What follows belongs to an exercise in optimizing a design on an open flow for small area, a short achievable clock period and few clock cycles; a production flow would make more cautious choices. At most, simulation tests tie the RTL to the original design; equivalence was not proved. Power figures rest on the tool's default switching activity, not on a simulated workload.

==> flow/design.v <==
module frame_rx (
    input  wire        clk,
    input  wire        rst,
    input  wire        in_valid,
    input  wire [7:0]  in_data,
    output wire        in_ready,
    output wire        o_valid,
    input  wire        o_ready,
    output wire [1:0]  o_kind,    
    output wire [15:0] o_pn,
    output wire [7:0]  o_type,
    output wire [5:0]  o_len,
    output wire [31:0] o_sid,
    output wire [15:0] o_tf,
    output wire [15:0] o_fi,
    output wire [7:0]  o_data,
    output wire        o_last
);
    localparam RING = 52;
    function [15:0] crc_byte;
        input [15:0] c_in;
        input [7:0]  b;
        integer k;
        reg [15:0] c;
        begin
            c = c_in ^ {b, 8'h00};
            for (k = 0; k < 8; k = k + 1)
                c = c[15] ? ((c << 1) ^ 16'h1021) : (c << 1);
            crc_byte = c;
        end
    endfunction
    function [15:0] crc_drop;
        input [7:0] b;
        integer k;
        reg [15:0] c;
        begin
            c = crc_byte(16'h0000, b);
            for (k = 0; k < 13; k = k + 1)
                c = crc_byte(c, 8'h00);
            crc_drop = c;
        end
    endfunction
    localparam [15:0] ROLL_CONST = 16'h8166;
    function [5:0] inc;
        input [5:0] x;
        inc = (x == RING - 1) ? 6'd0 : x + 6'd1;
    endfunction
    function [5:0] addm;
        input [5:0] x;
        input [5:0] d;
        reg [6:0] s;
        begin
            s = {1'b0, x} + {1'b0, d};
            addm = (s >= RING) ? s - RING : s[5:0];
        end
    endfunction
    function [5:0] subm;
        input [5:0] a;
        input [5:0] b;
        reg [6:0] s;
        begin
            s = {1'b0, a} - {1'b0, b};
            subm = s[6] ? s + RING : s[5:0];
        end
    endfunction
    reg [7:0]  ring [0:RING-1];
    reg [5:0]  wp;         
    reg [5:0]  h;          
    reg [5:0]  r;          
    reg [7:0]  rb;         
    reg        rbv;
    reg [5:0]  j;          
    reg        drop;       
    reg [7:0]  w [0:12];   
    reg [15:0] wcrc;       
    reg [15:0] ccrc;       
    reg        lo_ok;
    reg        rdy;
    reg        ov;
    reg [1:0]  okind;
    reg [7:0]  odata;
    reg        olast;
    reg [5:0]  p;          
    reg [5:0]  pc;         
    integer i;
    reg  [5:0] hj;         
    reg  [5:0] f;          
    wire [5:0] used    = subm(wp, f);
    assign in_ready    = rdy;
    wire       acc_in  = in_valid & rdy;
    wire       avail   = (r != wp);
    wire [7:0] pbyte   = ring[p];
    wire       fire    = ov & o_ready;
    wire       last_ev = (okind == 2'd2) || (okind == 2'd0 && pc == 6'd0) ||
                         (okind == 2'd1 && olast);
    wire       can_job = ~ov | (o_ready & last_ev);
    wire       wfree   = ~(ov && okind != 2'd1) | o_ready;
    wire       ps_bad  = (w[4] != 8'd0) || (w[3] > 8'd49);
    wire [5:0] ps      = w[3][5:0];
    wire [5:0] jlo     = ps + 6'd13;     
    wire [5:0] jhi     = ps + 6'd14;     
    wire [15:0] cur    = (j == 6'd13) ? wcrc : ccrc;
    wire       crc_ok  = lo_ok && (rb == ccrc[15:8]);
    wire       t_le4   = (w[2] <= 8'd4);
    wire       t_le1   = (w[2] <= 8'd1);
    wire       in_fill = (j < 6'd13);
    wire       sliding = (j == 6'd13) && (drop || ps_bad);
    wire       do_fill = in_fill && rbv && wfree;
    wire       do_slide = sliding && rbv;
    wire       in_cont = !in_fill && !sliding;
    wire       at_end  = in_cont && (j == jhi);
    wire       emit_h  = crc_ok && t_le4;
    wire       emit_n  = !crc_ok && t_le1;
    wire       do_cont = in_cont && rbv && !at_end;
    wire       do_end  = at_end && rbv && (!(emit_h || emit_n) || can_job);
    wire       do_emit = do_end && (emit_h || emit_n);
    wire       rewind  = do_end && !(emit_h || emit_n);
    wire       take    = do_fill || do_slide || do_cont || do_end;
    wire [15:0] fill_crc = crc_byte((j == 6'd0) ? 16'hFFFF : wcrc, rb);
    wire [15:0] roll_crc = crc_byte(wcrc, rb) ^ crc_drop(w[0]) ^ ROLL_CONST;
    wire       pay_next = fire && (okind == 2'd1 && !olast || okind == 2'd0 && pc != 6'd0);
    wire       job_next = do_emit ? emit_h :
                          fire ? pay_next : (ov && okind != 2'd2);
    wire [5:0] p_next   = do_emit ? addm(h, 6'd13) : pay_next ? inc(p) : p;
    wire [5:0] hj_next  = (do_fill || do_slide) ? inc(hj) : do_emit ? r : hj;
    wire [5:0] f_next   = job_next ? p_next : hj_next;
    always @(posedge clk) begin
        if (acc_in)
            ring[wp] <= in_data;
    end
    always @(posedge clk) begin
        if (do_fill || do_slide) begin
            for (i = 0; i < 12; i = i + 1)
                w[i] <= w[i+1];
            w[12] <= rb;
        end
    end
    always @(posedge clk) begin
        if ((take || !rbv) && avail && !rewind)
            rb <= ring[r];
    end
    always @(posedge clk) begin
        if (rst) begin
            wp    <= 6'd0;
            h     <= 6'd0;
            hj    <= 6'd0;
            f     <= 6'd0;
            r     <= 6'd0;
            rbv   <= 1'b0;
            j     <= 6'd0;
            drop  <= 1'b0;
            wcrc  <= 16'hFFFF;
            ccrc  <= 16'hFFFF;
            lo_ok <= 1'b0;
            rdy   <= 1'b0;
            ov    <= 1'b0;
            okind <= 2'd0;
            odata <= 8'd0;
            olast <= 1'b0;
            p     <= 6'd0;
            pc    <= 6'd0;
        end else begin
            if (acc_in)
                wp <= inc(wp);
            rdy <= (used <= RING - 3) || (used == RING - 2 && !acc_in);
            if (rewind) begin
                r   <= addm(h, 6'd13);
                rbv <= 1'b0;
            end else if ((take || !rbv) && avail) begin
                r   <= inc(r);
                rbv <= 1'b1;
            end else if (take) begin
                rbv <= 1'b0;
            end
            if (do_fill) begin
                wcrc <= fill_crc;
                j    <= j + 6'd1;
            end
            if (do_slide) begin
                wcrc <= roll_crc;
                h    <= inc(h);
                drop <= 1'b0;
            end
            if (do_cont) begin
                ccrc <= (j < jlo) ? crc_byte(cur, rb) : cur;
                if (j == jlo)
                    lo_ok <= (rb == cur[7:0]);
                j <= j + 6'd1;
            end
            if (do_end) begin
                if (do_emit) begin
                    h <= r;
                    j <= 6'd0;
                end else begin
                    drop <= 1'b1;
                    j    <= 6'd13;
                end
            end
            hj <= hj_next;
            f  <= f_next;
            if (fire) begin
                if (okind == 2'd1 && !olast || okind == 2'd0 && pc != 6'd0) begin
                    okind <= 2'd1;
                    odata <= pbyte;
                    olast <= (pc == 6'd1);
                    p     <= inc(p);
                    pc    <= pc - 6'd1;
                end else begin
                    ov <= 1'b0;
                end
            end
            if (do_emit) begin
                ov    <= 1'b1;
                okind <= emit_h ? 2'd0 : 2'd2;
                p     <= addm(h, 6'd13);
                pc    <= ps;
            end
        end
    end
    assign o_valid = ov;
    assign o_kind  = okind;
    assign o_pn    = {w[1], w[0]};
    assign o_type  = w[2];
    assign o_len   = w[3][5:0];
    assign o_sid   = {w[8], w[7], w[6], w[5]};
    assign o_tf    = {w[10], w[9]};
    assign o_fi    = {w[12], w[11]};
    assign o_data  = odata;
    assign o_last  = olast;
endmodule
Settings: LEC_CHECK=0, CAP_MARGIN=20, CORE_MARGIN=2, CORE_UTILIZATION=40, PLACE_DENSITY=0.6, SETUP_SLACK_MARGIN=5, SLEW_MARGIN=20; clock period 8.0 ns.
run.sh (not shown) runs the stock make flow with config.mk's settings and CLKGATE_MAP_FILE= SYNTH_SCRIPT=/design/flow/synth_recipe.tcl, a recipe that flattens the netlist after the stock synthesis.
The baseline ran to the end with no violations.
Testbench counts at the start, summed over its fixed seeds: cycles 50,804.
Change:
--- a/flow/design.v
+++ b/flow/design.v
@@ -63,15 +63,16 @@
             subm = s[6] ? s + RING : s[5:0];
         end
     endfunction
     reg [7:0]  ring [0:RING-1];
     reg [5:0]  wp;         
-    reg [5:0]  h;          
     reg [5:0]  r;          
     reg [7:0]  rb;         
     reg        rbv;
-    reg [5:0]  j;          
+    reg [3:0]  j;          
+    reg        incont;     
+    reg [5:0]  left;       
     reg        drop;       
     reg [7:0]  w [0:12];   
     reg [15:0] wcrc;       
     reg [15:0] ccrc;       
     reg        lo_ok;
@@ -95,35 +96,37 @@
                          (okind == 2'd1 && olast);
     wire       can_job = ~ov | (o_ready & last_ev);
     wire       wfree   = ~(ov && okind != 2'd1) | o_ready;
     wire       ps_bad  = (w[4] != 8'd0) || (w[3] > 8'd49);
     wire [5:0] ps      = w[3][5:0];
-    wire [5:0] jlo     = ps + 6'd13;     
-    wire [5:0] jhi     = ps + 6'd14;     
-    wire [15:0] cur    = (j == 6'd13) ? wcrc : ccrc;
+    wire       is_end  = incont && (left == 6'd0);
+    wire       is_lo   = incont ? (left == 6'd1) : (ps == 6'd0);
+    wire       is_crc  = incont ? (left > 6'd1) : (ps != 6'd0);
+    wire [15:0] cur    = incont ? ccrc : wcrc;
     wire       crc_ok  = lo_ok && (rb == ccrc[15:8]);
     wire       t_le4   = (w[2] <= 8'd4);
     wire       t_le1   = (w[2] <= 8'd1);
-    wire       in_fill = (j < 6'd13);
-    wire       sliding = (j == 6'd13) && (drop || ps_bad);
+    wire       in_fill = (j != 4'd13);
+    wire       sliding = !in_fill && !incont && (drop || ps_bad);
     wire       do_fill = in_fill && rbv && wfree;
     wire       do_slide = sliding && rbv;
     wire       in_cont = !in_fill && !sliding;
-    wire       at_end  = in_cont && (j == jhi);
+    wire       at_end  = in_cont && is_end;
     wire       emit_h  = crc_ok && t_le4;
     wire       emit_n  = !crc_ok && t_le1;
     wire       do_cont = in_cont && rbv && !at_end;
     wire       do_end  = at_end && rbv && (!(emit_h || emit_n) || can_job);
     wire       do_emit = do_end && (emit_h || emit_n);
     wire       rewind  = do_end && !(emit_h || emit_n);
     wire       take    = do_fill || do_slide || do_cont || do_end;
-    wire [15:0] fill_crc = crc_byte((j == 6'd0) ? 16'hFFFF : wcrc, rb);
-    wire [15:0] roll_crc = crc_byte(wcrc, rb) ^ crc_drop(w[0]) ^ ROLL_CONST;
+    wire [15:0] crc_in   = (in_fill && j == 4'd0) ? 16'hFFFF : cur;
+    wire [15:0] crc_nx   = crc_byte(crc_in, rb);
+    wire [15:0] roll_crc = crc_nx ^ crc_drop(w[0]) ^ ROLL_CONST;
     wire       pay_next = fire && (okind == 2'd1 && !olast || okind == 2'd0 && pc != 6'd0);
     wire       job_next = do_emit ? emit_h :
                           fire ? pay_next : (ov && okind != 2'd2);
-    wire [5:0] p_next   = do_emit ? addm(h, 6'd13) : pay_next ? inc(p) : p;
+    wire [5:0] p_next   = do_emit ? hj : pay_next ? inc(p) : p;
     wire [5:0] hj_next  = (do_fill || do_slide) ? inc(hj) : do_emit ? r : hj;
     wire [5:0] f_next   = job_next ? p_next : hj_next;
     always @(posedge clk) begin
         if (acc_in)
             ring[wp] <= in_data;
@@ -140,63 +143,54 @@
             rb <= ring[r];
     end
     always @(posedge clk) begin
         if (rst) begin
             wp    <= 6'd0;
-            h     <= 6'd0;
             hj    <= 6'd0;
             f     <= 6'd0;
             r     <= 6'd0;
             rbv   <= 1'b0;
-            j     <= 6'd0;
+            j     <= 4'd0;
+            incont <= 1'b0;
             drop  <= 1'b0;
-            wcrc  <= 16'hFFFF;
-            ccrc  <= 16'hFFFF;
-            lo_ok <= 1'b0;
             rdy   <= 1'b0;
             ov    <= 1'b0;
-            okind <= 2'd0;
-            odata <= 8'd0;
-            olast <= 1'b0;
-            p     <= 6'd0;
-            pc    <= 6'd0;
         end else begin
             if (acc_in)
                 wp <= inc(wp);
             rdy <= (used <= RING - 3) || (used == RING - 2 && !acc_in);
             if (rewind) begin
-                r   <= addm(h, 6'd13);
+                r   <= hj;
                 rbv <= 1'b0;
             end else if ((take || !rbv) && avail) begin
                 r   <= inc(r);
                 rbv <= 1'b1;
             end else if (take) begin
                 rbv <= 1'b0;
             end
             if (do_fill) begin
-                wcrc <= fill_crc;
-                j    <= j + 6'd1;
+                wcrc <= crc_nx;
+                j    <= j + 4'd1;
             end
             if (do_slide) begin
                 wcrc <= roll_crc;
-                h    <= inc(h);
                 drop <= 1'b0;
             end
             if (do_cont) begin
-                ccrc <= (j < jlo) ? crc_byte(cur, rb) : cur;
-                if (j == jlo)
+                ccrc <= is_crc ? crc_nx : cur;
+                if (is_lo)
                     lo_ok <= (rb == cur[7:0]);
-                j <= j + 6'd1;
+                incont <= 1'b1;
+                left   <= incont ? left - 6'd1 : ps;
             end
             if (do_end) begin
                 if (do_emit) begin
-                    h <= r;
-                    j <= 6'd0;
+                    j <= 4'd0;
                 end else begin
                     drop <= 1'b1;
-                    j    <= 6'd13;
                 end
+                incont <= 1'b0;
             end
             hj <= hj_next;
             f  <= f_next;
             if (fire) begin
                 if (okind == 2'd1 && !olast || okind == 2'd0 && pc != 6'd0) begin
@@ -210,11 +204,11 @@
                 end
             end
             if (do_emit) begin
                 ov    <= 1'b1;
                 okind <= emit_h ? 2'd0 : 2'd2;
-                p     <= addm(h, 6'd13);
+                p     <= hj;
                 pc    <= ps;
             end
         end
     end
     assign o_valid = ov;
Effect: The changed run finished clean; count of clock-buffer cells in the layout shrinks by 8; global-route usage shrinks by 0.37 points; die area shrinks by 4.0%; worst hold slack gets worse by 8.7 ps; combinational power shrinks by about 16%; synthesized area shrinks by 4.0%; fmax grows by 1.1%; setup slack gets better by 33 ps.
The RTL of the second run of this note was laid out without a check of its function.

[separate check: timing with driven ports]
The results above use ideal ports. As a check the final layouts listed here were re-extracted and re-timed, cells and wires unchanged.
Step 1: set_driving_cell puts a clkbuf_16 on clk and a buf_2 on each other input, an assumption about the parent block.
Step 2, shift: input delay + t, output delay - t, t = (earliest + latest rising clock arrival at the registers) / 2. This alone moves slack from input paths to output paths.
Slacks: ideal / step 1 / step 2; pairs: ideal / step 1.
run	t, ns	setup WS [ns]	slew at the worst register clock pin (ns)
the first run	0.676	4.989 / 4.986 / 4.340	0.06 / 0.06
the second run	0.673	5.022 / 4.957 / 4.441	0.06 / 0.06
After both steps every run listed still meets setup and hold. For the first run, which loses most, drivers alone change the setup slack by -0.003 ns; drivers and shift together by -0.649 ns.
